Source: an optimization exercise on an open RTL-to-GDS flow (aim: small area). Production flows keep margins and buffers that such runs may drop. Only simulation tests tie the RTL to the original design; equivalence was not proved. No activity file was given, so power comes from the tool's default toggle rates.

<file path="flow/design.v">
module ft300_core (
    input  wire         clk,
    input  wire         rst,
    input  wire [63:0]  time_now,
    input  wire         cmd_valid,
    output wire         cmd_ready,
    input  wire [7:0]   cmd_word,
    input  wire         rx_valid,
    input  wire         rx_timeout,
    output wire         rx_ready,
    input  wire [7:0]   rx_data,
    output reg          rsp_valid,
    output reg  [2:0]   rsp_op,
    output reg  [3:0]   rsp_status,
    output wire [107:0] rsp_sample,
    output wire [63:0]  rsp_freq
);
    localparam [2:0] S_IDLE = 3'd0, S_DISC = 3'd1, S_CAPT = 3'd2,
                     S_READY = 3'd3, S_READING = 3'd4, S_STOP = 3'd5;
    localparam [2:0] D_IDLE = 3'd0, D_EPASS = 3'd1, D_WAITS = 3'd2, D_E = 3'd3,
                     D_LOAD = 3'd4, D_STEP = 3'd5, D_ROUND = 3'd6, D_DONE = 3'd7;
    integer k;
    reg  [2:0] ph8;
    reg  [2:0] p5;
    wire ph8_0 = (ph8 == 3'd0);
    wire ph8_7 = (ph8 == 3'd7);
    wire p5_0  = (p5 == 3'd0);
    wire p5_4  = (p5 == 3'd4);
    always @(posedge clk) begin
        if (rst) begin
            ph8 <= 3'd0;
            p5  <= 3'd0;
        end else begin
            ph8 <= ph8 + 3'd1;
            p5  <= p5_4 ? 3'd0 : p5 + 3'd1;
        end
    end
    reg [2:0] sess;
    reg       busy;           
    reg [4:0] cnt;
    reg       prev20;
    reg       calm;           
    reg       zref_zero;      
    reg       wclr;           
    reg       freq_en;        
    reg       jclr, jload;
    reg       copy_run, clr_run;
    reg [2:0] dstate;
    reg [5:0] step;
    wire       rmode = (dstate == D_LOAD) || (dstate == D_STEP);   
    wire [7:0] rin;
    wire inflight = (sess == S_DISC) || (sess == S_CAPT) || (sess == S_READING);
    wire ev_cycle = !busy && ph8_7;
    assign cmd_ready = ev_cycle && !inflight;
    assign rx_ready  = ev_cycle && inflight;
    wire cmd_fire  = cmd_valid && cmd_ready;
    wire to_fire   = rx_ready && rx_timeout;
    wire byte_fire = rx_ready && rx_valid && !rx_timeout;
    wire [2:0] c_op  = cmd_word[2:0];
    wire       c_cal = cmd_word[3];
    wire       c_bad = (cmd_word[7:4] != 4'd0) || (c_op > 3'd4) || (c_cal && (c_op != 3'd1));
    wire [4:0] cnt1  = (cnt == 5'd16) ? 5'd16 : cnt + 5'd1;
    wire       match = (cnt != 5'd0) && prev20 && (rx_data == 8'h4E);
    wire       frame = (cnt[4] || cnt == 5'd15);
    wire       ins   = byte_fire && !match;
    reg [7:0] w [0:14];
    reg       win_shift, win_pass, ptype_dec;
    reg [3:0] pb;
    wire      chain = win_shift | win_pass;
    wire [6:0] t   = {pb, ph8};
    wire [2:0] fld = pb[3:1];
    wire [3:0] j   = {pb[0], ph8};
    wire       end_pass = win_pass && (pb == 4'd14) && ph8_7;
    wire       wdata;
    always @(posedge clk) begin
        for (k = 0; k < 15; k = k + 1)
            w[k][6:0] <= w[k][7:1];
        for (k = 0; k < 13; k = k + 1)
            w[k][7] <= chain ? w[k+1][0] : w[k][0];
        w[13][7] <= win_pass ? wdata : (chain ? w[14][0] : w[13][0]);
        w[14][7] <= chain ? w[0][0] : w[14][0];
        if (ins)
            w[14] <= rx_data;
        if (rmode) begin
            w[11] <= w[12];
            w[12] <= tt[5];
        end
    end
    reg [7:0] zz [0:11];
    wire      zchain = win_pass && ptype_dec && (t < 7'd96);
    wire      zwe, zwd;
    always @(posedge clk) begin
        for (k = 0; k < 12; k = k + 1)
            zz[k][5:0] <= zz[k][6:1];
        for (k = 0; k < 11; k = k + 1)
            zz[k][6] <= zz[k][7];
        zz[11][6] <= zwe ? zwd : zz[11][7];
        for (k = 0; k < 11; k = k + 1)
            zz[k][7] <= zchain ? zz[k+1][0] : zz[k][0];
        zz[11][7] <= zchain ? zz[0][0] : zz[11][0];
    end
    wire s   = w[14][0];         
    wire u   = w[1][0];          
    wire zen = !(calm || zref_zero);
    wire zA  = zz[0][0]  & zen;  
    wire zB  = zz[11][7] & zen;  
    wire j0  = (j == 4'd0);
    wire j1  = (j == 4'd1);
    wire j15 = (j == 4'd15);
    wire kj  = (j == 4'd2);      
    reg  bF;
    wire fbin = j0 ? 1'b0 : bF;
    wire fo   = s ^ zA ^ fbin;
    wire fbo  = (~s & (zA | fbin)) | (zA & fbin);
    wire fsg  = s ^ zA ^ fbo;
    reg  [2:0] sg;
    reg        ca1, rl, tie;
    reg  [2:0] acc, r5;
    wire a1    = j0 ? ~u : (u ^ kj ^ ca1);
    wire c1o   = j0 ? u : ((u & kj) | (u & ca1) | (kj & ca1));
    wire a16   = u & ~ca1;
    reg  [2:0] wgt;
    always @(*) begin
        case (j[1:0])
            2'd1: wgt = 3'd1;
            2'd2: wgt = 3'd2;
            2'd3: wgt = 3'd4;
            default: wgt = 3'd3;
        endcase
    end
    wire [3:0] asum = {1'b0, acc} + (a1 ? {1'b0, wgt} : 4'd0) + ((j15 && a16) ? 4'd2 : 4'd0);
    reg  [2:0] accn;
    always @(*) begin
        case (asum)
            4'd0, 4'd5, 4'd10: accn = 3'd0;
            4'd1, 4'd6, 4'd11: accn = 3'd1;
            4'd2, 4'd7, 4'd12: accn = 3'd2;
            4'd3, 4'd8, 4'd13: accn = 3'd3;
            default:           accn = 3'd4;
        endcase
    end
    reg  ca2, bg, by, bq, ym1, ym2;
    wire a2   = j0 ? ~s : (s ^ kj ^ ca2);
    wire c2o  = j0 ? s : ((s & kj) | (s & ca2) | (kj & ca2));
    wire r5b  = (j == 4'd1) ? r5[0] : (j == 4'd2) ? r5[1] : (j == 4'd3) ? r5[2] : 1'b0;
    wire bgi  = j1 ? 1'b0 : bg;
    wire g    = a2 ^ r5b ^ bgi;
    wire bgo  = (~a2 & (r5b | bgi)) | (r5b & bgi);
    wire ym2v = (j1 || kj) ? 1'b0 : ym2;
    wire byi  = j1 ? 1'b0 : by;
    wire y    = g ^ ym2v ^ byi;
    wire byo  = (~g & (ym2v | byi)) | (ym2v & byi);
    wire bqi  = j1 ? 1'b0 : bq;
    wire q    = y ^ zB ^ bqi;
    wire bqo  = (~y & (zB | bqi)) | (zB & bqi);
    wire qo   = j1 ? (q & ~tie) : q;
    reg  dly;
    wire force_f = (fld < 3'd3);
    wire sgsel   = (fld == 3'd3) ? sg[0] : (fld == 3'd4) ? sg[1] : sg[2];
    assign wdata = !ptype_dec ? 1'b0 :
                   force_f    ? fo :
                   (fld < 3'd6) ? (j0 ? sgsel : qo) : 1'b0;
    assign zwe = win_pass && ptype_dec && calm && (t != 7'd0) && (t <= 7'd96);
    assign zwd = (force_f || j0) ? dly : qo;
    always @(posedge clk) begin
        bF  <= fbo;
        ca1 <= c1o;
        ca2 <= c2o;
        bg  <= bgo;
        by  <= byo;
        bq  <= bqo;
        ym1 <= y;
        ym2 <= ym1;
        dly <= force_f ? s : qo;
        acc <= j0 ? 3'd0 : accn;
        if (j0)
            rl <= u;
        if (j15 && (fld == 3'd2 || fld == 3'd3 || fld == 3'd4)) begin
            r5  <= accn;
            tie <= rl && (accn == 3'd0);
        end
        if (j15 && fld == 3'd0) sg[0] <= fsg;
        if (j15 && fld == 3'd1) sg[1] <= fsg;
        if (j15 && fld == 3'd2) sg[2] <= fsg;
    end
    reg  [15:0] crc;
    reg         crc_ok;
    wire [15:0] ccur = (t == 7'd0) ? 16'h4498 : crc;
    wire        cfb  = ccur[0] ^ s;
    always @(posedge clk) begin
        if (t < 7'd96)
            crc <= {1'b0, ccur[15:1]} ^ (cfb ? 16'hA001 : 16'h0000);
        else
            crc <= {1'b0, crc[15:1]};
        if (t == 7'd96)
            crc_ok <= (crc[0] == s);
        else if (t < 7'd112)
            crc_ok <= crc_ok & (crc[0] == s);
    end
    reg  [7:0] tt [0:7];
    reg  [7:0] ss [0:7];
    wire       tload  = ev_cycle;
    wire       tshort = (dstate == D_E) || (dstate == D_LOAD) || (dstate == D_STEP) || (dstate == D_ROUND);
    wire       epass  = (dstate == D_EPASS);
    reg        eb, ezero, big;
    wire [8:0] ed = {1'b0, tt[0]} - {1'b0, ss[0]} - {8'd0, ph8_0 ? 1'b0 : eb};
    always @(posedge clk) begin
        for (k = 0; k < 7; k = k + 1) begin
            tt[k] <= tt[k+1];
            ss[k] <= ss[k+1];
        end
        tt[7] <= rmode ? rin : epass ? ed[7:0] : tt[0];
        ss[7] <= copy_run ? tt[0] : ss[0];
        if (tshort)
            tt[4] <= tt[0];
        if (tload)
            for (k = 0; k < 8; k = k + 1)
                tt[k] <= time_now[8*k +: 8];
    end
    reg [7:0] xx [0:3];      
    reg [7:0] qq [0:4];
    reg        cx, xmax, xeq;
    reg  [7:0] kd, xmd;
    always @(*) begin
        case (p5)
            3'd1: begin kd = 8'h24; xmd = 8'hDC; end
            3'd2: begin kd = 8'hF4; xmd = 8'h0B; end
            3'd3: begin kd = 8'h00; xmd = 8'h23; end
            3'd4: begin kd = 8'h00; xmd = 8'hF4; end
            default: begin kd = 8'h00; xmd = 8'h00; end
        endcase
    end
    wire [7:0] xa   = p5_0 ? 8'd0 : xx[0];
    wire [8:0] xs   = {1'b0, xa} + {1'b0, kd} + {8'd0, p5_0 ? 1'b0 : cx};
    wire [7:0] xnew = xmax ? 8'h00 : xs[7:0];
    wire       xeqn = (p5_0 ? 1'b1 : xeq) & (xnew == xmd);
    reg        sR, cR, rsh, qsh, dnext, rnz;
    wire       rsi  = p5_0 ? dnext : rsh;
    wire [7:0] ra   = {w[11][6:0], rsi};
    wire [7:0] rb   = tt[0] ^ {8{~sR}};
    wire       rci  = p5_0 ? ~sR : cR;
    wire [8:0] rsum = {1'b0, ra} + {1'b0, rb} + {8'd0, rci};
    assign     rin  = (dstate == D_LOAD) ? 8'd0 : rsum[7:0];
    wire       qsi  = p5_0 ? ((step == 6'd0) ? 1'b0 : ~sR) : qsh;
    reg        cq;
    wire       ru = ~sR & (rnz | qq[0][0]);
    wire [8:0] qi = {1'b0, qq[0]} + {8'd0, p5_0 ? ru : cq};
    reg  [7:0] qin;
    always @(*) begin
        if (clr_run)
            qin = 8'd0;
        else case (dstate)
            D_LOAD:  qin = ezero ? qq[0] : big ? 8'd0 : xnew;
            D_STEP:  qin = {qq[0][6:0], qsi};
            D_ROUND: qin = qi[7:0];
            default: qin = qq[0];
        endcase
    end
    always @(posedge clk) begin
        for (k = 0; k < 4; k = k + 1)
            qq[k] <= qq[k+1];
        for (k = 0; k < 3; k = k + 1)
            xx[k] <= xx[k+1];
        xx[3] <= (dstate == D_LOAD && !p5_0) ? xnew : clr_run ? 8'd0 : xx[0];
        qq[4] <= qin;
        eb  <= ed[8];
        cx  <= xs[8];
        xeq <= xeqn;
        cR  <= rsum[8];
        rsh <= w[11][7];
        qsh <= qq[0][7];
        cq  <= qi[8];
        if (epass) begin
            ezero <= (ph8_0 ? 1'b1 : ezero) & (ed[7:0] == 8'd0);
            big   <= (ph8_0 ? 1'b0 : big) |
                     ((ph8 == 3'd4) ? (|ed[7:5]) : (ph8 > 3'd4) ? (|ed[7:0]) : 1'b0);
        end
        if (dstate == D_LOAD) begin
            sR <= 1'b0;
            if (p5_4) begin
                dnext <= xnew[7];
                xmax  <= xeqn;
            end
        end
        if (dstate == D_STEP && p5_4) begin
            sR    <= rsum[7];
            dnext <= qq[0][6];
        end
        if (dstate == D_STEP && step == 6'd36)
            rnz <= (p5_0 ? 1'b0 : rnz) | (|rsum[7:0]);
        if (clr_run)
            xmax <= 1'b0;
    end
    wire [119:0] wv;
    wire [39:0]  qv;
    genvar gi, gb;
    generate
        for (gi = 0; gi < 15; gi = gi + 1) begin : g_wv
            assign wv[8*gi +: 8] = w[gi];
        end
        for (gi = 0; gi < 5; gi = gi + 1) begin : g_qv
            assign qv[8*gi +: 8] = qq[gi];
        end
        for (gi = 0; gi < 3; gi = gi + 1) begin : g_force
            for (gb = 0; gb < 16; gb = gb + 1) begin : g_b
                assign rsp_sample[18*gi + gb] = wv[(112 + 16*gi + gb) % 120];
            end
            assign rsp_sample[18*gi + 16] = wv[(112 + 48 + 16*gi) % 120];
            assign rsp_sample[18*gi + 17] = wv[(112 + 48 + 16*gi) % 120];
        end
        for (gi = 3; gi < 6; gi = gi + 1) begin : g_torque
            for (gb = 0; gb < 14; gb = gb + 1) begin : g_b
                assign rsp_sample[18*gi + gb] = wv[(112 + 16*gi + gb + 1) % 120];
            end
            for (gb = 14; gb < 18; gb = gb + 1) begin : g_s
                assign rsp_sample[18*gi + gb] = wv[(112 + 16*gi + 14) % 120];
            end
        end
    endgenerate
    assign rsp_freq = {28'd0, qv[35:0] & {36{freq_en}}};
    wire div_busy  = (dstate == D_LOAD) || (dstate == D_STEP) || (dstate == D_ROUND);
    wire start_dec = byte_fire && match && frame && (sess != S_DISC);
    wire start_clr = (cmd_fire && !wclr && !(c_op == 3'd0 && !c_bad) && !(c_op == 3'd1 && !c_bad && c_cal && sess == S_IDLE) &&
                      !(c_op == 3'd2 && !c_bad && sess == S_READY)) ||
                     (byte_fire && match && !frame && (sess != S_DISC)) ||
                     (to_fire && !wclr && (sess != S_DISC));
    wire resp_now  = busy && !win_pass && !copy_run &&
                     !jclr && !clr_run && !jload && !div_busy && ph8_7 && p5_4;
    always @(posedge clk) begin
        rsp_valid <= 1'b0;
        if (rst) begin
            sess       <= S_IDLE;
            busy       <= 1'b0;
            cnt        <= 5'd0;
            wclr       <= 1'b0;
            freq_en    <= 1'b0;
            jclr       <= 1'b0;
            jload      <= 1'b0;
            copy_run   <= 1'b0;
            clr_run    <= 1'b0;
            dstate     <= D_IDLE;
            step       <= 6'd0;
            win_shift  <= 1'b0;
            win_pass   <= 1'b0;
            ptype_dec  <= 1'b0;
            pb         <= 4'd0;
        end else begin
            if (cmd_fire) begin
                freq_en <= 1'b0;
                rsp_op  <= c_op;
                if (c_bad) begin
                    rsp_status <= 4'hB;
                    busy       <= 1'b1;
                end else begin
                    case (c_op)
                        3'd1: begin
                            if (sess != S_IDLE) begin
                                rsp_status <= 4'hA;
                                busy       <= 1'b1;
                                        end else if (c_cal) begin
                                sess <= S_DISC;
                                cnt  <= 5'd0;
                            end else begin
                                zref_zero  <= 1'b1;
                                copy_run   <= 1'b1;
                                jclr       <= 1'b1;
                                sess       <= S_READY;
                                rsp_status <= 4'h0;
                                busy       <= 1'b1;
                                        end
                        end
                        3'd2: begin
                            if (sess == S_READY) begin
                                sess <= S_READING;
                                cnt  <= 5'd0;
                            end else begin
                                rsp_status <= 4'h8;
                                busy       <= 1'b1;
                                        end
                        end
                        3'd3: begin
                            if (sess == S_READY)
                                sess <= S_STOP;
                            rsp_status <= 4'h0;
                            busy       <= 1'b1;
                                end
                        3'd4: begin
                            if (sess == S_READY) begin
                                copy_run   <= 1'b1;
                                jclr       <= 1'b1;
                                rsp_status <= 4'h0;
                            end else begin
                                rsp_status <= 4'h8;
                            end
                            busy  <= 1'b1;
                        end
                        default: ;
                    endcase
                end
            end
            if (byte_fire) begin
                if (match) begin
                    cnt <= 5'd0;
                    if (sess == S_DISC) begin
                        sess <= S_CAPT;
                    end else begin
                        busy    <= 1'b1;
                        freq_en <= 1'b0;
                        rsp_op  <= (sess == S_CAPT) ? 3'd1 : 3'd2;
                        calm    <= (sess == S_CAPT);
                        if (frame) begin
                            if (sess == S_CAPT) begin
                                copy_run <= 1'b1;
                                jclr  <= 1'b1;
                            end else begin
                                dstate <= D_EPASS;
                                sess   <= S_READY;
                            end
                        end else begin
                            rsp_status <= 4'h6;
                            sess       <= (sess == S_CAPT) ? S_IDLE : S_READY;
                        end
                    end
                end else begin
                    cnt    <= cnt1;
                    prev20 <= (rx_data == 8'h20);
                    wclr   <= 1'b0;
                end
            end
            if (to_fire) begin
                cnt <= 5'd0;
                if (sess == S_DISC) begin
                    sess <= S_CAPT;
                end else begin
                    busy       <= 1'b1;
                    freq_en    <= 1'b0;
                    rsp_op     <= (sess == S_CAPT) ? 3'd1 : 3'd2;
                    rsp_status <= 4'h5;
                    sess       <= (sess == S_CAPT) ? S_IDLE : S_READY;
                end
            end
            if (ins)
                win_shift <= 1'b1;
            else if (ph8_7)
                win_shift <= 1'b0;
            if (start_dec || start_clr) begin
                win_pass  <= 1'b1;
                pb        <= 4'd0;
                ptype_dec <= start_dec;
                wclr      <= 1'b0;
            end else if (win_pass && ph8_7) begin
                if (pb == 4'd14) begin
                    if (ptype_dec && !crc_ok) begin
                        pb        <= 4'd0;
                        ptype_dec <= 1'b0;
                    end else begin
                        win_pass <= 1'b0;
                    end
                end else begin
                    pb <= pb + 4'd1;
                end
            end
            if (end_pass && ptype_dec) begin
                if (crc_ok) begin
                    rsp_status <= 4'h0;
                    if (calm) begin
                        sess      <= S_READY;
                        zref_zero <= 1'b0;
                    end else begin
                        jload   <= 1'b1;
                        freq_en <= 1'b1;
                    end
                end else begin
                    rsp_status <= 4'h4;
                    if (calm)
                        sess <= S_IDLE;
                end
            end
            if (end_pass && !ptype_dec)
                wclr <= 1'b1;
            if (copy_run && ph8_7)
                copy_run <= 1'b0;
            if (jclr && p5_4) begin
                jclr    <= 1'b0;
                clr_run <= 1'b1;
            end else if (p5_4) begin
                clr_run <= 1'b0;
            end
            case (dstate)
                D_EPASS: if (ph8_7) dstate <= D_WAITS;
                D_WAITS: if (ph8_7 && p5_4) dstate <= D_E;
                D_E: if (jload && p5_4 && ph8[1:0] == 2'd2) begin
                    jload  <= 1'b0;
                    dstate <= D_LOAD;
                end
                D_LOAD: if (p5_4) begin
                    dstate <= (ezero || big) ? D_DONE : D_STEP;
                    step   <= 6'd0;
                end
                D_STEP: if (p5_4) begin
                    step <= step + 6'd1;
                    if (step == 6'd36)
                        dstate <= D_ROUND;
                end
                D_ROUND: if (p5_4) dstate <= D_DONE;
                default: ;
            endcase
            if (resp_now) begin
                rsp_valid <= 1'b1;
                busy      <= 1'b0;
                dstate    <= D_IDLE;
            end
        end
    end
endmodule
</file>
<file path="flow/flow/run.sh">
#!/bin/bash
# Standard ORFS flow with two layout choices changed: the port buffers use the
# smallest buffer cell, and clock tree synthesis adds no dummy loads.
set -euo pipefail
export BUFFER_PORTS_ARGS="-buffer_cell sky130_fd_sc_hd__buf_1"
export CTS_ARGS="-sink_clustering_enable -repair_clock_nets -dont_use_dummy_load -buf_list sky130_fd_sc_hd__clkbuf_8 -sink_clustering_size 18 -sink_clustering_max_diameter 45"
bash standard.sh > flow.log 2>&1
</file>
<file path="flow/standard.sh">
#!/bin/bash
# synth_recipe.tcl (not shown) runs the flow's synth.tcl, then flattens the netlist and writes it again
# the make line also repeats each setting of config.mk as NAME=value (left out here)
make -C /OpenROAD-flow-scripts/flow DESIGN_CONFIG=/design/flow/config.mk WORK_HOME=/design/flow/orfs CLKGATE_MAP_FILE= SYNTH_SCRIPT=/design/flow/synth_recipe.tcl "${@:-finish}"
</file>
<file path="flow/config.mk">
export PLATFORM = sky130hd
export DESIGN_NAME = ft300_core
export DESIGN_NICKNAME = ft300_core
export VERILOG_FILES = /design/flow/design.v
export SDC_FILE = /design/flow/constraint.sdc
export NUM_CORES = 4
export LEC_CHECK = 0
export ABC_AREA = 1
export ABC_CLOCK_PERIOD_IN_PS = 20000
export CAP_MARGIN = 20
export CORE_MARGIN = 2
export CORE_UTILIZATION = 65
export PLACE_DENSITY = 0.75
export SLEW_MARGIN = 20
</file>
<file path="flow/constraint.sdc">
create_clock -name core_clock -period 20.0 [get_ports {clk}]
set_input_delay 4.0000 -clock core_clock [delete_from_list [all_inputs] [get_ports {clk}]]
set_output_delay 4.0000 -clock core_clock [all_outputs]
set_load 0.01 [all_outputs]
</file>
==> run_results.csv, run 1 <==
group,metric,value,unit
cells_and_area,layout_commonest_cell,"dfxtp_1",
power_and_ir_drop,power_frac_seq,59.5,%
die,rows,60,
worst_setup_path,cp.arrival,2.75,ns
power_and_ir_drop,power.clock.fraction,25.6,%
placed_design,io_buffers,238,
placed_design,place_inst,2503,
clock_tree,cts_sinks,514,
clock_tree,cts_max_path_buffers,3,
die,initial_core_util,66.5,%
hold_path,min_path_cells,0,
logic_synthesis,yosys_warnings,7,
cells_and_area,diodes,0,
flow_run,drv_cap,0,
timing,period_needed,6.75,ns
timing,rsz0062_at_grt,"false",
logic_synthesis,synth_top_family_by_area,"simple AND/OR/NAND/NOR gates",
cells_and_area,fin_util,71.8,%
cells_and_area,syn2layout_area_growth,7.94,%
logic_synthesis,synth_edf_count,24,
logic_synthesis,netlist-cell-type-count,55,
clock_tree,hold_buffers,0,
logic_synthesis,yosysSeqAreaShare,58.4,%
worst_setup_path,start_kind,"register",
timing,fin_skew,0.0492,ns
power_and_ir_drop,switching_share,26.6,%
clock_tree,cts_made_buffers,43,
cells_and_area,fin_nets,2326,
cells_and_area,drive_gt1_share,5.52,%
placed_design,hpwl,26.0,mm
logic_synthesis,syn-mean-instance-area,9.16,sq um
placed_design,place_congestion,0.890,
logic_synthesis,synthAdderAreaFrac,5.05,%
worst_setup_path,r2r_slack,15.51,ns
routing,route.detailed.drc,0,
worst_setup_path,rr_endpoint,"tie",
routing,first_pass_iters,6,
die,die_w,171,microns
worst_setup_path,cp-end-kind,"primary output",
logic_synthesis,netlist_area,0.0180,sq mm
logic_synthesis,ys_ff_latch,514,
worst_setup_path,cp_max_fo,63,
worst_setup_path,required,16.00,ns
grt,antenna_found_initial,0,
logic_synthesis,synth-compound-area-share,8.01,%
clock_tree,cts_root_buf,"clkbuf_8",
power_and_ir_drop,p_int,1.40,mW
worst_setup_path,critPathKind,"register to primary output",
worst_setup_path,r2r_start,"ph8[0]",
logic_synthesis,async_flop_share,0,%
placed_design,dp_worst_setup_slack,13.81,ns
grt,grt_overflow,0,
die,die_y,171,microns
timing,hold_viol,0,
routing,vias,12800,
grt,grt_max_degree,70,
clock_tree,postCtsSetupRepairBufs,0,
run_status,status,"finished clean",
die,die-area,0.0291,sq mm
routing,via_per_inst,5.03,
hold_path,hp-class,"register to register",
logic_synthesis,synth_xor_area_share,1.07,%
power_and_ir_drop,combPwrFrac,14.8,%
grt,groute.usage.overall,24.1,%
power_and_ir_drop,peakVddDrop,0.0829,mV
timing,setup_ws,13.25,ns
routing,postRouteAntennaNets,0,
worst_setup_path,ff2ff_path_depth,14,
logic_synthesis,ys.flop_type,"dfxtp_1",
logic_synthesis,yosys.area_share.simple,17.7,%
routing,wire_per_inst,13.9,microns
die,core_area,0.0271,sq mm
die,ios,267,
clock_tree,clk_pin_slew_worst_paths,0.08,ns
timing,tightest_slew,0.882,ns
timing,finalCritPeriodShare,33.7,%
routing,drtIter0Drc,733,
clock_tree,post_cts_resized,0,
power_and_ir_drop,leakage,8.94,nW
logic_synthesis,synthMuxAreaShare,0.555,%
logic_synthesis,postSynthCellCount,1968,
timing,fmax,148,MHz
power_and_ir_drop,p_switching,508,uW
cells_and_area,instances_no_fill,2546,
hold_path,holdCritStartpoint,"ss[7][6]",
grt,grt_pass1_vias,12000,
hold_path,hold_end,"ss[6][6]",
clock_tree,cts_tree,"built",
grt,grt_first_pass_wirelength,56.6,mm
timing,maxSlewHeadroom,41.0,%
clock_tree,htreeDepth,2,
cells_and_area,final_cell_mix,"dfxtp_1 (489), nand2_1 (466), inv_1 (248), buf_1 (238), nor2_1 (114)",
power_and_ir_drop,p_per_area,98.1,mW/mm^2
timing,setup_tns,0,ns
routing,routed_wl,35.5,mm
timing,slew_viol_final,0,
timing,setup_viol,0,
clock_tree,insertion_delay,0.58,ns
-- worst max-delay path by stage --
stage / end / from / slack, ns
CTS: cmd_ready / ph8[0] / 13.18
floorplan: dstate[0] / rst / 14.71
detailed placement: cmd_ready / ph8[0] / 13.81
finish: cmd_ready / ph8[0] / 13.25
global placement: cmd_ready / ph8[0] / 13.90
global route: cmd_ready / ph8[0] / 13.02
-- critical path, cell delays in order, from the launching register on --
cell and delay (ns):
dfxtp_1 0.42, ha_1 0.23, ha_1 0.27, inv_2 0.12
nor2_8 0.65, inv_2 0.16, nor2_8 0.18, buf_1 0.16
-- power groups by stage --
stage	combinational [mW]	sequential (mW)	clock, mW
2_1_floorplan	0.215	1.15	0
3_3_place_gp	0.270	1.16	0
3_5_place_dp	0.281	1.16	0
4_1_cts	0.282	1.14	0.502
5_1_grt	0.328	1.14	0.540
6_report	0.283	1.14	0.489
-- area by class of cell --
cell class / instances / area [sq um]
Inverter: 266 / 998
Clock buffer: 43 / 592
Multi-Input combinational cell: 1110 / 5950
Tap cell: 372 / 465
Sequential cell: 514 / 10500
Timing Repair Buffer: 241 / 916
Fill cell: 2144 / 7640
-- registers in the layout, indices dropped and copies added (netlist names), 6 cells and up --
signal  count
crc        16
qq         40
ss         64
step        6
tt         64
w         120
xx         32
zz         96
-- layer usage --
layer | vias up | GRT usage, % | routed length (microns)
met5 | - | 0 | 0
met2 | 366 | 40.7 | 16500
met4 | 0 | 7.88 | 905
met3 | 73 | 4.33 | 2030
li1 | 6512 | - | -
met1 | 5858 | 31.6 | 16000
-- through the flow --
step | power (mW) | instance area [sq um] | hold WS [ns]
final | 1.91 | 19500 | 0.302
after detailed placement | 1.44 | 18900 | 0.312
after global placement | 1.43 | 18900 | 0.310
after floorplan | 1.36 | 18100 | 0.310
after CTS | 1.92 | 19400 | 0.305
after global routing | 2.01 | 19500 | 0.303
-- Yosys cell counts (6+ instances only) --
master / n / area [sq um]
dfxtp_1: 490 / 9810
nand2_1: 466 / 1750
inv_1: 248 / 931
nor2_1: 115 / 432
o21ai_0: 94 / 470
a21oi_1: 85 / 425
buf_4: 67 / 503
nand3_1: 54 / 270
ha_1: 52 / 651
clkbuf_1: 29 / 109
nor3_1: 27 / 135
edfxtp_1: 24 / 721
nand4_1: 19 / 119
inv_2: 16 / 60.1
o22ai_1: 14 / 87.6
fa_1: 13 / 260
xnor2_1: 12 / 105
xor2_1: 10 / 87.6
a31oi_1: 9 / 56.3
o211ai_1: 9 / 67.6
mux2_2: 8 / 90.1
nand2_2: 8 / 50.1
nor2_4: 8 / 90.1
or2_2: 8 / 50.1
nor2_2: 7 / 43.8
nor4_1: 6 / 37.5
-- cell families (layout without fill, tap and decap cells) --
logic type               Yosys count  after routing
flip-flops                       514            514
multiplexers                       9              9
XOR/XNOR                          22             22
AND/OR/NAND/NOR                  734            734
adder cells (fa/ha/maj)           65             65
buffers and inverters            371            550
other                              1             28
AO/OA/AOI/OAI                    252            252
==> inputs of run 2 (changes only) <==
--- a/flow/config.mk
+++ b/flow/config.mk
@@ -6,6 +6,4 @@
 export NUM_CORES = 4
 export LEC_CHECK = 0
-export ABC_AREA = 1
-export ABC_CLOCK_PERIOD_IN_PS = 20000
 export CAP_MARGIN = 20
 export CORE_MARGIN = 2
==> run 2 against run 1 <==
Still clean. Setup slack improved by 0.44 ns. Combinational power decreased by 27%. Synthesized area increased by 0.17%. Flip-flop and latch count unchanged. Clock-buffer cell count decreased by 1. Hold slack improved by 0.017 ns. Register-to-register slack improved by 0.05 ns. Clock power decreased by 1%. Maximum frequency increased by 7.0%. Via count decreased by 3.1%. Core utilization decreased by 1.5 points. Critical path depth decreased by 3. Critical endpoint unchanged.
==> run_results.csv, run 2 <==
group,metric,value,unit
logic_synthesis,synth_edf_count,24,
worst_setup_path,startpoint,"sess[0]",
timing,hold_viol,0,
routing,via_per_inst,5.38,
flow_run,drv_cap,0,
grt,antenna_found_initial,1,
worst_setup_path,start_kind,"register",
worst_setup_path,r2r_start,"pb[0]",
worst_setup_path,critPathKind,"register to primary output",
clock_tree,clk_pin_slew_worst_paths,0.09,ns
logic_synthesis,ys_ff_latch,514,
clock_tree,post_cts_resized,0,
logic_synthesis,yosys_warnings,7,
worst_setup_path,cpPeakStageDelay,0.78,ns
timing,fmax,159,MHz
routing,drtIter0Drc,1073,
routing,route.detailed.drc,0,
logic_synthesis,synth_top_area_cell,"dfxtp_1",
logic_synthesis,ys.flop_type,"dfxtp_1",
grt,grt_overflow,0,
cells_and_area,regMostFlops,"w",
logic_synthesis,postSynthCellCount,1762,
worst_setup_path,cp_slowest_cell,"dfxtp_1",
grt,groute.usage.overall,25.4,%
cells_and_area,layout_commonest_cell,"dfxtp_1",
die,ios,267,
cells_and_area,fillers,2092,
die,initial_core_util,65.5,%
routing,postRouteAntennaNets,0,
logic_synthesis,syn-mean-instance-area,10.2,sq um
clock_tree,htreeDepth,2,
hold_path,hp-class,"register to register",
die,die-area,0.0291,sq mm
placed_design,hpwl,27.1,mm
logic_synthesis,synth.area.top_cells,"dfxtp_1 (54%), nand2_1 (5.8%), edfxtp_1 (4.0%)",
logic_synthesis,synthTopCellsByCount,"dfxtp_1 (490), nand2_1 (278), nor2_1 (117)",
cells_and_area,fin_util,70.2,%
routing,vias,12400,
grt,grt_first_pass_wirelength,58.8,mm
timing,rsz0062_at_grt,"false",
grt,grt_pass1_vias,11400,
timing,setup_viol,0,
die,core_area,0.0276,sq mm
power_and_ir_drop,leakage,7.89,nW
clock_tree,cts_sinks,514,
cells_and_area,diodes,0,
cells_and_area,final_cell_mix,"dfxtp_1 (490), nand2_1 (278), buf_1 (238), nor2_1 (115), a21oi_1 (80)",
timing,maxSlewHeadroom,33.0,%
power_and_ir_drop,p_per_area,92.9,mW/mm^2
timing,period_needed,6.31,ns
routing,routed_wl,37.4,mm
routing,first_pass_iters,5,
logic_synthesis,netlist_area,0.0181,sq mm
cells_and_area,syn2layout_area_growth,7.19,%
timing,slew_viol_final,0,
timing,setup_tns,0,ns
placed_design,place_congestion,0.922,
grt,grt_max_degree,76,
logic_synthesis,yosysSeqAreaShare,58.3,%
clock_tree,cts_made_buffers,42,
clock_tree,hold_buffers,0,
placed_design,io_buffers,238,
die,die_w,171,microns
worst_setup_path,cp_max_fo,21,
logic_synthesis,yosysMostFrequentCell,"dfxtp_1",
cells_and_area,largest_reg_flops,120,
die,rows,61,
logic_synthesis,netlist-cell-type-count,84,
logic_synthesis,async_flop_share,0,%
hold_path,holdCritStartpoint,"ss[4][2]",
power_and_ir_drop,peakVddDrop,0.0910,mV
run_status,status,"finished clean",
cells_and_area,fin_nets,2082,
logic_synthesis,yosys.area.top_type_share,54.3,%
worst_setup_path,crit_chain,"xor2_1 -> o21ai_0 -> and2_1 -> buf_1",
clock_tree,cts_tree,"built",
clock_tree,cts_max_path_buffers,3,
clock_tree,postCtsSetupRepairBufs,0,
timing,finalCritPeriodShare,31.5,%
timing,fin_skew,0.0607,ns
clock_tree,cts_root_buf,"clkbuf_8",
worst_setup_path,cp-end-kind,"primary output",
worst_setup_path,required,16.00,ns
die,die_y,171,microns
clock_tree,insertion_delay,0.58,ns
worst_setup_path,cp.arrival,2.31,ns
cells_and_area,drive_gt1_share,5.75,%
cells_and_area,reg_top3,"w (120), zz (96)",
worst_setup_path,r2r_slack,15.56,ns
routing,wire_per_inst,16.2,microns
timing,tightest_slew,0.996,ns
## run 2: cell count changes in the layout (fill, tap and decap cells not counted), sizes merged, moves of 12 or more
cell / before / now
mux2i: 1 / 17
o21ai: 96 / 62
nand4: 19 / 3
or3: 0 / 12
nand3: 60 / 24
and3: 0 / 12
nand2b: 0 / 26
inv: 264 / 54
nor2b: 0 / 17
nor2: 133 / 118
and2: 0 / 67
mux2: 8 / 40
nand2: 476 / 279
## run 2: path summary, 6_finish.rpt
path / to / cells past startpoint
worst min register to register: ss[3][2] / 0
worst max register to register: tie / 13
worst max-delay path: cmd_ready / 4
worst min-delay path: ss[3][2] / 0
## run 2: cell families after synthesis
| group | count (synthesis) | synth area share, % |
|---|---|---|
| DFF | 514 | 58.3 |
| and+or+nand+nor | 626 | 16.4 |
| other | 1 | 0.0208 |
| adders and majority gates | 65 | 5.04 |
| xor gates and xnor gates | 34 | 1.65 |
| buffers and inverters | 200 | 5.61 |
| muxes | 58 | 3.56 |
| AOI/OAI and AO/OA | 264 | 9.42 |
## run 2: area by class of cell
type,instances,area (sq um),area share (%)
sequential,514,10500,54.4
timing repair buffer,244,938,4.85
multi-input combinational,1075,6630,34.2
tap,378,473,2.44
inverter,55,206,1.07
clock buffer,42,578,2.99
## run 2: report_power, final
part           leakage, nW  internal (mW)  switching [mW]  total [mW]
Sequential            4.20           1.08          0.0255        1.11
Combinational         3.39         0.0893           0.118       0.207
Clock                0.302          0.188           0.296       0.484
## run 2: layer usage
metal / part of all wire (%) / vias to the layer above / GRT usage, % / wire, microns
met5: 0.027 / - / 0 / 10
met4: 2.2 / 2 / 7.92 / 841
met2: 47 / 435 / 41.4 / 17500
li1: - / 6111 / - / -
met3: 5.9 / 62 / 3.96 / 2230
met1: 45 / 5796 / 34.9 / 16900
## run 2: stage by stage
step | cell area (sq um) | setup slack (ns) | power [mW] | std cells | hold slack, ns
detailed placement | 18800 | 13.81 | 1.34 | 2266 | 0.312
global route | 19400 | 13.55 | 1.88 | 2308 | 0.323
floorplan | 18200 | 14.12 | 1.28 | 1789 | 0.310
finish | 19400 | 13.69 | 1.80 | 2308 | 0.319
CTS | 19400 | 13.70 | 1.81 | 2308 | 0.312
global placement | 18800 | 13.83 | 1.33 | 2266 | 0.310
## run 2: critical path, delay by kind of cell, from the launching register on
family | cells | cell delay (ns)
DFF | 1 | 0.78
buffers and inverters | 1 | 0.15
and+or+nand+nor | 1 | 0.19
xor gates and xnor gates | 1 | 0.20
AOI/OAI and AO/OA | 1 | 0.44
==> inputs of run 3 (changes only) <==
--- a/flow/design.v
+++ b/flow/design.v
@@ -38,5 +38,6 @@
     reg [2:0] sess;
     reg       busy;           
-    reg [4:0] cnt;
+    reg [5:0] ctr;            
+    wire [4:0] cnt = ctr[4:0];
     reg       prev20;
     reg       calm;           
@@ -47,5 +48,5 @@
     reg       copy_run, clr_run;
     reg [2:0] dstate;
-    reg [5:0] step;
+    wire [5:0] step = ctr;
     wire       rmode = (dstate == D_LOAD) || (dstate == D_STEP);   
     wire [7:0] rin;
@@ -60,5 +61,6 @@
     wire       c_cal = cmd_word[3];
     wire       c_bad = (cmd_word[7:4] != 4'd0) || (c_op > 3'd4) || (c_cal && (c_op != 3'd1));
-    wire [4:0] cnt1  = (cnt == 5'd16) ? 5'd16 : cnt + 5'd1;
+    wire [5:0] ctr1  = ctr + 6'd1;
+    wire [4:0] cnt1  = cnt[4] ? cnt : ctr1[4:0];
     wire       match = (cnt != 5'd0) && prev20 && (rx_data == 8'h4E);
     wire       frame = (cnt[4] || cnt == 5'd15);
@@ -66,5 +68,5 @@
     reg [7:0] w [0:14];
     reg       win_shift, win_pass, ptype_dec;
-    reg [3:0] pb;
+    wire [3:0] pb = ctr[3:0];
     wire      chain = win_shift | win_pass;
     wire [6:0] t   = {pb, ph8};
@@ -332,5 +334,5 @@
             sess       <= S_IDLE;
             busy       <= 1'b0;
-            cnt        <= 5'd0;
+            ctr        <= {1'b0, 5'd0};
             wclr       <= 1'b0;
             freq_en    <= 1'b0;
@@ -340,9 +342,9 @@
             clr_run    <= 1'b0;
             dstate     <= D_IDLE;
-            step       <= 6'd0;
+            ctr       <= 6'd0;
             win_shift  <= 1'b0;
             win_pass   <= 1'b0;
             ptype_dec  <= 1'b0;
-            pb         <= 4'd0;
+            ctr         <= {2'b0, 4'd0};
         end else begin
             if (cmd_fire) begin
@@ -360,5 +362,5 @@
                                         end else if (c_cal) begin
                                 sess <= S_DISC;
-                                cnt  <= 5'd0;
+                                ctr  <= {1'b0, 5'd0};
                             end else begin
                                 zref_zero  <= 1'b1;
@@ -373,5 +375,5 @@
                             if (sess == S_READY) begin
                                 sess <= S_READING;
-                                cnt  <= 5'd0;
+                                ctr  <= {1'b0, 5'd0};
                             end else begin
                                 rsp_status <= 4'h8;
@@ -401,5 +403,5 @@
             if (byte_fire) begin
                 if (match) begin
-                    cnt <= 5'd0;
+                    ctr <= {1'b0, 5'd0};
                     if (sess == S_DISC) begin
                         sess <= S_CAPT;
@@ -423,5 +425,5 @@
                     end
                 end else begin
-                    cnt    <= cnt1;
+                    ctr    <= {1'b0, cnt1};
                     prev20 <= (rx_data == 8'h20);
                     wclr   <= 1'b0;
@@ -429,5 +431,5 @@
             end
             if (to_fire) begin
-                cnt <= 5'd0;
+                ctr <= {1'b0, 5'd0};
                 if (sess == S_DISC) begin
                     sess <= S_CAPT;
@@ -446,5 +448,5 @@
             if (start_dec || start_clr) begin
                 win_pass  <= 1'b1;
-                pb        <= 4'd0;
+                ctr        <= {2'b0, 4'd0};
                 ptype_dec <= start_dec;
                 wclr      <= 1'b0;
@@ -452,5 +454,5 @@
                 if (pb == 4'd14) begin
                     if (ptype_dec && !crc_ok) begin
-                        pb        <= 4'd0;
+                        ctr        <= {2'b0, 4'd0};
                         ptype_dec <= 1'b0;
                     end else begin
@@ -458,5 +460,5 @@
                     end
                 end else begin
-                    pb <= pb + 4'd1;
+                    ctr <= ctr1;
                 end
             end
@@ -496,8 +498,8 @@
                 D_LOAD: if (p5_4) begin
                     dstate <= (ezero || big) ? D_DONE : D_STEP;
-                    step   <= 6'd0;
+                    ctr   <= 6'd0;
                 end
                 D_STEP: if (p5_4) begin
-                    step <= step + 6'd1;
+                    ctr <= ctr1;
                     if (step == 6'd36)
                         dstate <= D_ROUND;
--- a/flow/flow/run.sh
+++ b/flow/flow/run.sh
@@ -5,3 +5,4 @@
 export BUFFER_PORTS_ARGS="-buffer_cell sky130_fd_sc_hd__buf_1"
 export CTS_ARGS="-sink_clustering_enable -repair_clock_nets -dont_use_dummy_load -buf_list sky130_fd_sc_hd__clkbuf_8 -sink_clustering_size 18 -sink_clustering_max_diameter 45"
+export RECOVER_POWER=100
 bash standard.sh > flow.log 2>&1
==> run 3 against run 2 <==
Via count decreased by 2.0%. Critical path depth is 4 higher. Hold slack got worse by 0.061 ns. Die area is 1.4% lower. The layout now fails its checks (capacitance limit, slew limit). Global-route usage increased by 0.23 points. Sequential power hardly changed. Power is 3.2% higher.
==> run_results.csv, run 3 <==
group,metric,value,unit
clock_tree,htreeDepth,2,
worst_setup_path,cp-end-kind,"register",
cells_and_area,drive_gt1_share,4.91,%
routing,first_pass_iters,7,
logic_synthesis,synth_top_area_cell,"dfxtp_1",
logic_synthesis,yosys_warnings,7,
worst_setup_path,r2r_start,"ph8[0]",
run_status,violations,"capacitance limit, slew limit",
worst_setup_path,required,20.35,ns
timing,tightest_slew,1.56,ns
timing,slew_viol_final,16,
die,die-area,0.0287,sq mm
die,core_area,0.0270,sq mm
routing,vias,12200,
timing,setup_tns,0,ns
clock_tree,insertion_delay,0.57,ns
clock_tree,hold_buffers,0,
logic_synthesis,netlist_area,0.0178,sq mm
placed_design,post_dp_cell_area,0.0185,sq mm
worst_setup_path,critPathKind,"input port to register",
logic_synthesis,syn-mean-instance-area,10.2,sq um
placed_design,dp_worst_setup_slack,13.78,ns
worst_setup_path,ff2ff_path_depth,14,
logic_synthesis,ys.flop_type,"dfxtp_1",
clock_tree,cts_made_buffers,45,
routing,postRouteAntennaNets,0,
clock_tree,post_cts_resized,0,
logic_synthesis,synth_edf_count,24,
die,die_y,169,microns
logic_synthesis,async_flop_share,0,%
grt,antenna_found_initial,0,
cells_and_area,syn2layout_area_growth,6.87,%
die,rows,60,
timing,whs,0.258,ns
logic_synthesis,synth.area.top_cells,"dfxtp_1 (54%), nand2_1 (6.2%), edfxtp_1 (4.1%)",
grt,grt_first_pass_wirelength,59.1,mm
hold_path,holdCritStartpoint,"xx[2][3]",
timing,fin_skew,0.0580,ns
cells_and_area,final_cell_mix,"dfxtp_1 (481), nand2_1 (292), buf_1 (237), nor2_1 (106), a21oi_1 (82)",
placed_design,io_buffers,238,
logic_synthesis,postSynthCellCount,1738,
clock_tree,cts_max_path_buffers,3,
cells_and_area,fin_util,70.6,%
die,ios,267,
logic_synthesis,ys_ff_latch,505,
cells_and_area,fin_nets,2065,
worst_setup_path,cp.arrival,7.02,ns
logic_synthesis,netlist-cell-type-count,84,
grt,grt_max_degree,76,
placed_design,place_congestion,0.882,
cells_and_area,regMostFlops,"w",
cells_and_area,layout_commonest_cell,"dfxtp_1",
placed_design,place_inst,2209,
clock_tree,cts_root_buf,"clkbuf_8",
flow_run,drv_cap,1,
logic_synthesis,yosys.area.top_type_share,54.1,%
timing,setup_viol,0,
hold_path,hold_end,"xx[1][3]",
power_and_ir_drop,leakage,7.81,nW
routing,wire_per_inst,16.6,microns
timing,setup_ws,13.33,ns
hold_path,min_path_cells,0,
timing,period_needed,6.67,ns
grt,grt_pass1_vias,11600,
die,initial_core_util,66.0,%
routing,routed_wl,37.4,mm
cells_and_area,diodes,0,
power_and_ir_drop,fin_total_pwr,1.86,mW
logic_synthesis,yosysSeqAreaShare,58.2,%
power_and_ir_drop,peakVddDrop,0.0796,mV
run_status,status,"failed layout checks",
power_and_ir_drop,p_per_area,97.6,mW/mm^2
timing,rsz0062_at_grt,"false",
routing,via_per_inst,5.39,
worst_setup_path,start_kind,"input port",
worst_setup_path,cp_max_fo,7,
cells_and_area,largest_reg_flops,120,
clock_tree,cts_sinks,505,
worst_setup_path,rr_endpoint,"tie",
logic_synthesis,synthTopCellsByCount,"dfxtp_1 (481), nand2_1 (292), nor2_1 (106)",
timing,fmax,150,MHz
cells_and_area,final_area,0.0190,sq mm
worst_setup_path,r2r_slack,15.31,ns
grt,grt_overflow,0,
cells_and_area,reg_top3,"w (120), zz (96)",
grt,groute.usage.overall,25.6,%
clock_tree,postCtsSetupRepairBufs,0,
placed_design,hpwl,26.3,mm
logic_synthesis,yosysMostFrequentCell,"dfxtp_1",
cells_and_area,instances_no_fill,2254,
routing,route.detailed.drc,0,
timing,hold_viol,0,
timing,maxSlewHeadroom,-4.22,%
routing,drtIter0Drc,709,
die,die_w,169,microns
hold_path,hp-class,"register to register",
clock_tree,clk_pin_slew_worst_paths,0.09,ns
timing,finalCritPeriodShare,33.4,%
clock_tree,cts_tree,"built",
run 3: cell types whose count changed after synthesis, moves of 6 or more:
cell      delta
a21o_1       +6
a22o_1       -8
clkbuf_1     -9
dfxtp_1      -9
mux2_2      -12
mux2i_1      +6
nand2_1     +14
nand3b_1     +7
nor2_1      -11
nor3_1       -6
o21ai_0      +9
run 3: per-layer routing:
layer	up-vias	global-route usage [%]	part of all wire, %
li1	6025	-	-
met1	5691	34.8	46
met2	388	42.5	46
met3	54	4.41	5.8
met4	0	6.80	2.1
met5	-	0	0
run 3: cells by family (layout without fill, tap and decap cells):
| logic type | after synthesis | after routing | share of synthesized area [%] |
|---|---|---|---|
| other | 1 | 28 | 0.0211 |
| DFF | 505 | 505 | 58.2 |
| buffers and inverters | 194 | 342 | 5.59 |
| muxes | 52 | 52 | 3.19 |
| AOI/OAI and AO/OA | 261 | 261 | 9.49 |
| and+or+nand+nor | 621 | 621 | 16.5 |
| xor gates and xnor gates | 39 | 39 | 1.92 |
| adders and majority gates | 65 | 65 | 5.12 |
run 3: area by class of cell:
class                   count  area (sq um)
multi-input cells        1066          6500
well taps                 341           427
inverters                  55           206
fillers                  2099          7930
clock buffers              45           619
flip-flops and latches    505         10300
repair buffers            242           916
run 3: report_power, final:
group	switching (mW)	internal [mW]	total, mW
Combinational	0.143	0.107	0.250
Clock	0.295	0.201	0.496
Sequential	0.0333	1.08	1.11
run 3: worst max-delay path: stages:
cell      delay [ns]
buf_1           0.08
or3_1           0.39
nor4_1          0.74
a21oi_1         0.26
nor3_1          0.62
o21ai_0         0.51
nand2_1         0.30
a211oi_1        0.10
run 3: worst max-delay path by stage:
stage | to | cells after the start | slack (ns) | from
finish | ctr[4] | 8 | 13.33 | rx_data[0]
global route | ctr[4] | 8 | 13.15 | rx_data[0]
CTS | rx_ready | 6 | 13.45 | ph8[0]
detailed placement | ctr[1] | 8 | 13.78 | rx_timeout
global placement | ctr[1] | 8 | 13.84 | rx_timeout
floorplan | ctr[5] | 6 | 14.19 | cmd_word[5]
==> inputs of run 4 (changes only) <==
--- a/flow/flow/run.sh
+++ b/flow/flow/run.sh
@@ -5,4 +5,3 @@
 export BUFFER_PORTS_ARGS="-buffer_cell sky130_fd_sc_hd__buf_1"
 export CTS_ARGS="-sink_clustering_enable -repair_clock_nets -dont_use_dummy_load -buf_list sky130_fd_sc_hd__clkbuf_8 -sink_clustering_size 18 -sink_clustering_max_diameter 45"
-export RECOVER_POWER=100
 bash standard.sh > flow.log 2>&1
==> run 4 against run 3 <==
Now clean on timing, DRC and antenna. Cell area up 0.38%. Synthesized area is the same. Critical path depth down 2. Non-clock buffer count stayed put. Sequential power is essentially flat. Clock-buffer cell count unchanged. Power about the same.
==> run_results.csv, run 4 <==
group,metric,value,unit
run_status,status,"finished clean",
timing,setup_tns,0,ns
worst_setup_path,cpLargestDelayFamily,"adder cells",
flow_run,drv_cap,0,
power_and_ir_drop,leakage,7.85,nW
logic_synthesis,netlist-cell-type-count,84,
grt,grt_first_pass_wirelength,59.1,mm
grt,antenna_found_initial,0,
clock_tree,cts_sinks,505,
die,initial_core_util,66.0,%
power_and_ir_drop,p_int,1.39,mW
grt,grt_overflow,0,
worst_setup_path,cp.arrival,2.51,ns
hold_path,hp-class,"register to register",
timing,setup_viol,0,
placed_design,io_buffers,238,
timing,slew_viol_final,0,
routing,via_per_inst,5.41,
clock_tree,cts_tree,"built",
logic_synthesis,yosys.area.top_type_share,54.1,%
die,die-area,0.0287,sq mm
logic_synthesis,netlist_area,0.0178,sq mm
cells_and_area,diodes,0,
clock_tree,insertion_delay,0.57,ns
power_and_ir_drop,p_per_area,97.3,mW/mm^2
routing,wire_per_inst,16.6,microns
worst_setup_path,start_kind,"register",
logic_synthesis,ys.flop_type,"dfxtp_1",
cells_and_area,largest_reg_flops,120,
cells_and_area,final_cell_mix,"dfxtp_1 (481), nand2_1 (292), buf_1 (238), nor2_1 (105), a21oi_1 (82)",
timing,period_needed,6.51,ns
clock_tree,clk_pin_slew_worst_paths,0.09,ns
power_and_ir_drop,fin_total_pwr,1.86,mW
timing,tightest_slew,0.971,ns
routing,vias,12200,
routing,route.detailed.drc,0,
timing,whs,0.258,ns
die,rows,60,
cells_and_area,syn2layout_area_growth,7.28,%
logic_synthesis,yosys_warnings,7,
clock_tree,postCtsSetupRepairBufs,0,
worst_setup_path,crit_chain,"ha_1 -> ha_1 -> nor2b_4 -> o211ai_1 -> inv_1 -> buf_1",
worst_setup_path,cp_num_cells,6,
worst_setup_path,cp_num_buf_inv,2,
worst_setup_path,cp_max_fo,13,
logic_synthesis,postSynthCellCount,1738,
clock_tree,htreeDepth,2,
clock_tree,cts_made_buffers,45,
timing,setup_ws,13.49,ns
timing,rsz0062_at_grt,"false",
clock_tree,cts_max_path_buffers,3,
power_and_ir_drop,switching_share,25.4,%
power_and_ir_drop,peakVddDrop,0.0809,mV
worst_setup_path,critPathKind,"register to primary output",
logic_synthesis,ys_ff_latch,505,
logic_synthesis,synth.area.top_cells,"dfxtp_1 (54%), nand2_1 (6.2%), edfxtp_1 (4.1%)",
logic_synthesis,synth_edf_count,24,
clock_tree,hold_buffers,0,
routing,routed_wl,37.4,mm
power_and_ir_drop,combPwrFrac,13.5,%
die,core_area,0.0270,sq mm
routing,postRouteAntennaNets,0,
hold_path,min_path_cells,0,
placed_design,place_congestion,0.882,
cells_and_area,fillers,2084,
routing,drtIter0Drc,646,
timing,maxSlewHeadroom,34.4,%
cells_and_area,drive_gt1_share,5.54,%
die,die_y,169,microns
power_and_ir_drop,power.clock.fraction,26.7,%
power_and_ir_drop,p_switching,472,uW
timing,fin_skew,0.0582,ns
grt,grt_pass1_vias,11600,
die,ios,267,
clock_tree,post_cts_resized,0,
logic_synthesis,synthTopCellsByCount,"dfxtp_1 (481), nand2_1 (292), nor2_1 (106)",
grt,groute.usage.overall,25.6,%
routing,first_pass_iters,5,
worst_setup_path,cp_slowest_cell,"ha_1",
logic_synthesis,async_flop_share,0,%
logic_synthesis,yosysSeqAreaShare,58.2,%
worst_setup_path,cpPeakStageDelay,0.54,ns
grt,grt_max_degree,76,
placed_design,hpwl,26.3,mm
cells_and_area,layout_commonest_cell,"dfxtp_1",
timing,hold_viol,0,
worst_setup_path,required,16.00,ns
cells_and_area,fin_nets,2065,
logic_synthesis,syn-mean-instance-area,10.2,sq um
timing,fmax,154,MHz
cells_and_area,reg_top3,"w (120), zz (96)",
timing,finalCritPeriodShare,32.5,%
placed_design,dp_worst_setup_slack,13.78,ns
die,die_w,169,microns
cells_and_area,regMostFlops,"w",
logic_synthesis,synth_top_area_cell,"dfxtp_1",
worst_setup_path,ff2ff_path_depth,14,
clock_tree,cts_root_buf,"clkbuf_8",
power_and_ir_drop,power_frac_seq,59.8,%
worst_setup_path,cp-end-kind,"primary output",
worst_setup_path,crit_path_frequent_cell,"ha_1",
logic_synthesis,yosysMostFrequentCell,"dfxtp_1",
run 4: cell counts after synthesis:
No cell type changed its count.
run 4: metrics by stage:
step           util (%)  cells  instance area, sq um
2_1_floorplan         -   1765                 17900
3_3_place_gp       68.5   2209                 18500
3_5_place_dp       68.5   2209                 18500
4_1_cts            70.8   2254                 19100
5_1_grt            70.8   2254                 19100
6_report           70.8   2254                 19100
run 4: path summary, 6_finish.rpt:
path                            slack [ns]  endpoint      from
worst min register to register        0.26  xx[1][3]  xx[2][3]
worst min-delay path                  0.26  xx[1][3]  xx[2][3]
worst max-delay path                 13.49  rx_ready    ph8[0]
worst max register to register       15.30       tie    ph8[0]
run 4: kinds of logic after synthesis:
family | synth area share [%]
mux | 3.19
buf+inv | 5.59
fa+ha+maj | 5.12
simple gates | 16.5
xor+xnor | 1.92
flops | 58.2
other cells | 0.0211
compound gates | 9.49
run 4: power by group through the flow:
stage	sequential, mW	clock (mW)	combinational [mW]
floorplan	1.12	0	0.197
global placement	1.13	0	0.242
detailed placement	1.13	0	0.249
CTS	1.11	0.510	0.252
global route	1.12	0.545	0.285
finish	1.11	0.496	0.251
run 4: worst register-to-register path, stage by stage (launching register included):
cell and delay (ns):
dfxtp_1 0.39, inv_1 0.11, ha_1 0.25, nand2_1 0.33, inv_1 0.24, nand2_1 0.13
a21boi_0 0.36, o21ai_0 0.26, fa_1 0.57, inv_1 0.05, ha_1 0.20, fa_1 0.37
xor2_1 0.48, mux4_2 0.43, nor4b_1 0.32
run 4: layout make-up:
type,instances,area (sq um),share of cell area (%)
Tap cell,341,427,2.24
Multi-Input combinational cell,1066,6560,34.4
Sequential cell,505,10300,54.2
Timing Repair Buffer,242,923,4.84
Inverter,55,206,1.08
Clock buffer,45,619,3.24
run 4: metal layers:
layer	track usage (%)	up-vias	share of wire [%]
met5	0	-	0
met4	6.80	0	2.1
met3	4.41	55	5.8
met2	42.5	423	46
met1	34.8	5697	46
li1	-	6025	-
==> inputs of run 5 (changes only) <==
==> flow/flow/run.sh (replaced) <==
#!/bin/bash
# Standard ORFS flow with two layout choices changed: the port buffers use the
# smallest buffer cell, and clock tree synthesis adds no dummy loads.
set -euo pipefail
export BUFFER_PORTS_ARGS="-buffer_cell sky130_fd_sc_hd__buf_1"
export CTS_ARGS="-sink_clustering_enable -repair_clock_nets -dont_use_dummy_load -buf_list sky130_fd_sc_hd__clkbuf_8 -sink_clustering_size 21 -sink_clustering_max_diameter 40"
export RECOVER_POWER=100
bash standard.sh > flow.log 2>&1
--- a/flow/config.mk
+++ b/flow/config.mk
@@ -6,7 +6,7 @@
 export NUM_CORES = 4
 export LEC_CHECK = 0
-export CAP_MARGIN = 20
+export CAP_MARGIN = 40
 export CORE_MARGIN = 2
 export CORE_UTILIZATION = 65
 export PLACE_DENSITY = 0.75
-export SLEW_MARGIN = 20
+export SLEW_MARGIN = 40
==> run 5 against run 4 <==
The layout now fails its checks (capacitance limit, slew limit). Synthesized area did not move. Critical path depth rose by 2. Core utilization barely moved. Via count rose by 0.18%. Sequential share of layout area barely moved. Largest cell class unchanged. Highest routed layer unchanged.
==> run_results.csv, run 5 <==
group,metric,value,unit
clock_tree,hold_buffers,0,
worst_setup_path,cpLargestDelayFamily,"simple AND/OR/NAND/NOR gates",
cells_and_area,final_cell_mix,"dfxtp_1 (480), nand2_1 (292), buf_1 (237), nor2_1 (105), a21oi_1 (82)",
logic_synthesis,ys_ff_latch,505,
timing,fmax,150,MHz
routing,routed_wl,37.1,mm
clock_tree,post_cts_resized,0,
routing,drtIter0Drc,813,
placed_design,place_inst,2209,
grt,grtUsageMet3,5.34,%
clock_tree,cts_max_path_buffers,3,
die,die_w,169,microns
routing,postRouteAntennaNets,0,
power_and_ir_drop,switching_share,25.4,%
timing,setup_tns,0,ns
cells_and_area,layout_commonest_cell,"dfxtp_1",
clock_tree,postCtsSetupRepairBufs,0,
grt,use_met2,41.5,%
timing,whs,0.252,ns
placed_design,io_buffers,238,
worst_setup_path,critPathKind,"input port to register",
timing,fin_skew,0.0683,ns
cells_and_area,largest_reg_flops,120,
placed_design,post_dp_cell_area,0.0185,sq mm
logic_synthesis,async_flop_share,0,%
power_and_ir_drop,leakage,7.83,nW
placed_design,dp_worst_setup_slack,13.74,ns
logic_synthesis,yosysMostFrequentCell,"dfxtp_1",
grt,groute.usage.overall,25.6,%
die,die_y,169,microns
routing,via_per_inst,5.42,
grt,grt_pass1_vias,11700,
power_and_ir_drop,fin_total_pwr,1.87,mW
hold_path,hp-class,"register to register",
cells_and_area,fin_util,70.8,%
power_and_ir_drop,p_int,1.40,mW
run_status,violations,"capacitance limit, slew limit",
die,rows,60,
worst_setup_path,ff2ff_path_depth,14,
run_status,status,"failed layout checks",
timing,maxSlewHeadroom,-4.83,%
grt,grt_overflow,0,
clock_tree,cts_sinks,505,
timing,slew_viol_final,16,
logic_synthesis,yosysSeqAreaShare,58.2,%
cells_and_area,fin_nets,2068,
timing,setup_viol,0,
die,core_area,0.0270,sq mm
routing,wire_per_inst,16.4,microns
routing,route.detailed.drc,0,
logic_synthesis,netlist-cell-type-count,84,
logic_synthesis,synth_edf_count,24,
logic_synthesis,synth_top_area_cell,"dfxtp_1",
cells_and_area,drive_gt1_share,5.27,%
cells_and_area,diodes,0,
worst_setup_path,cpPeakStageDelay,0.78,ns
timing,hold_viol,0,
worst_setup_path,crit_chain,"buf_1 -> or3_1 -> nor4_1 -> a21oi_1 -> nor3_1 -> o21ai_0 -> a31oi_1 -> o32ai_2",
worst_setup_path,cp_num_cells,8,
logic_synthesis,syn-mean-instance-area,10.2,sq um
timing,finalCritPeriodShare,33.3,%
clock_tree,cts_made_buffers,48,
power_and_ir_drop,p_per_area,98.2,mW/mm^2
worst_setup_path,start_kind,"input port",
die,ios,267,
power_and_ir_drop,p_switching,476,uW
power_and_ir_drop,combPwrFrac,13.4,%
logic_synthesis,postSynthCellCount,1738,
cells_and_area,instances_no_fill,2257,
grt,use_met1,34.5,%
flow_run,drv_cap,1,
grt,antenna_found_initial,0,
grt,grt_max_degree,76,
timing,tightest_slew,1.57,ns
cells_and_area,final_area,0.0191,sq mm
worst_setup_path,required,20.40,ns
clock_tree,insertion_delay,0.58,ns
worst_setup_path,cp_max_fo,7,
logic_synthesis,yosys.area.top_type_share,54.1,%
die,initial_core_util,66.0,%
grt,top_usage_layer,"met2",
clock_tree,cts_tree,"built",
placed_design,hpwl,26.3,mm
grt,grt_first_pass_wirelength,58.9,mm
power_and_ir_drop,power_frac_seq,59.2,%
clock_tree,htreeDepth,2,
timing,setup_ws,13.34,ns
cells_and_area,reg_top3,"w (120), zz (96)",
power_and_ir_drop,power.clock.fraction,27.3,%
worst_setup_path,cp_num_buf_inv,1,
logic_synthesis,yosys_warnings,7,
worst_setup_path,cp-end-kind,"register",
timing,period_needed,6.66,ns
placed_design,place_congestion,0.882,
routing,first_pass_iters,5,
routing,vias,12200,
power_and_ir_drop,peakVddDrop,0.0759,mV
timing,rsz0062_at_grt,"false",
worst_setup_path,cp_slowest_cell,"nor4_1",
worst_setup_path,cp.arrival,7.06,ns
cells_and_area,regMostFlops,"w",
logic_synthesis,netlist_area,0.0178,sq mm
clock_tree,cts_root_buf,"clkbuf_8",
die,die-area,0.0287,sq mm
hold_path,min_path_cells,0,
logic_synthesis,synthTopCellsByCount,"dfxtp_1 (481), nand2_1 (292), nor2_1 (106)",
clock_tree,clk_pin_slew_worst_paths,0.11,ns
cells_and_area,syn2layout_area_growth,7.23,%
logic_synthesis,ys.flop_type,"dfxtp_1",
logic_synthesis,synth.area.top_cells,"dfxtp_1 (54%), nand2_1 (6.2%), edfxtp_1 (4.1%)",
## run 5: cell counts after synthesis
No cell type changed its count.
## run 5: routing by layer
| metal | wire [microns] | share of wire, % |
|---|---|---|
| met5 | 0 | 0 |
| met4 | 917 | 2.5 |
| met3 | 2550 | 6.9 |
| met2 | 17000 | 46 |
| met1 | 16600 | 45 |
## run 5: cell families after synthesis
logic type / share of synthesized area, %
AND/OR/NAND/NOR: 16.5
flip-flops: 58.2
AO/OA/AOI/OAI: 9.49
buffers and inverters: 5.59
adder cells (fa/ha/maj): 5.12
multiplexers: 3.19
XOR/XNOR: 1.92
other: 0.0211
## run 5: worst register-to-register path, delay by kind of cell, from the launching register on
family / cells / cell delay, ns
fa+ha+maj: 4 / 1.38
simple gates: 3 / 0.77
compound gates: 2 / 0.63
xor+xnor: 1 / 0.48
mux: 1 / 0.43
flops: 1 / 0.41
buf+inv: 3 / 0.40
## run 5: final timing paths
check	from	to	slack, ns
setup / recovery	rx_data[0]	ctr[1]	13.34
hold / removal	ss[7][1]	ss[6][1]	0.25
setup reg to reg	ph8[0]	tie	15.29
hold reg to reg	ss[7][1]	ss[6][1]	0.25
## run 5: final cells by class
| type | instances | area [sq um] |
|---|---|---|
| Sequential cell | 505 | 10400 |
| Fill cell | 2043 | 7870 |
| Multi-Input combinational cell | 1066 | 6520 |
| Timing Repair Buffer | 242 | 916 |
| Clock buffer | 48 | 661 |
| Tap cell | 341 | 427 |
| Inverter | 55 | 206 |
## run 5: power by group through the flow
stage / Combinational (mW) / Clock, mW / Sequential (mW)
6_report: 0.252 / 0.512 / 1.11
5_1_grt: 0.284 / 0.564 / 1.12
3_5_place_dp: 0.249 / 0 / 1.13
2_1_floorplan: 0.197 / 0 / 1.12
3_3_place_gp: 0.242 / 0 / 1.13
4_1_cts: 0.252 / 0.525 / 1.11

-- afterwards: timing with drivers on the ports --
No port has a modelled driver above. Below, the same layouts with a new extraction and two added sets of constraints.
Step 1 sets driving cells, clkbuf_16 on the clock port and buf_2 on the other inputs (assumed; they add their load-dependent delay and slew).
Step 2 adds t to the input delays and takes it off the output delays; t is the mean of the earliest and latest rising clock arrival at the registers after step 1. Input paths then give back, and output paths get back, about the clock's delay inside the block.
Slacks: ideal ports / drivers / drivers and shift; pairs: ideal ports / drivers.
| run | t, ns | slack for setup (ns) | worst hold slack (ns) | worst setup path after step 2 | clock arrival spread, ns |
|---|---|---|---|---|---|
| run 1 | 0.603 | 13.252 / 13.206 / 13.809 | 0.302 / 0.302 / 0.302 | register to output | 0.053 / 0.052 |
| run 2 | 0.594 | 13.691 / 13.644 / 13.734 | 0.319 / 0.319 / 0.319 | input to register | 0.073 / 0.072 |
| run 3 | 0.588 | 13.328 / 13.351 / 12.763 | 0.258 / 0.258 / 0.258 | input to register | 0.064 / 0.064 |
| run 4 | 0.589 | 13.491 / 13.447 / 13.691 | 0.258 / 0.258 / 0.258 | input to register | 0.064 / 0.064 |
| run 5 | 0.593 | 13.344 / 13.367 / 12.774 | 0.252 / 0.252 / 0.252 | input to register | 0.077 / 0.077 |
For run 5, which loses most, drivers alone change the setup slack by +0.023 ns; drivers and shift together by -0.570 ns.
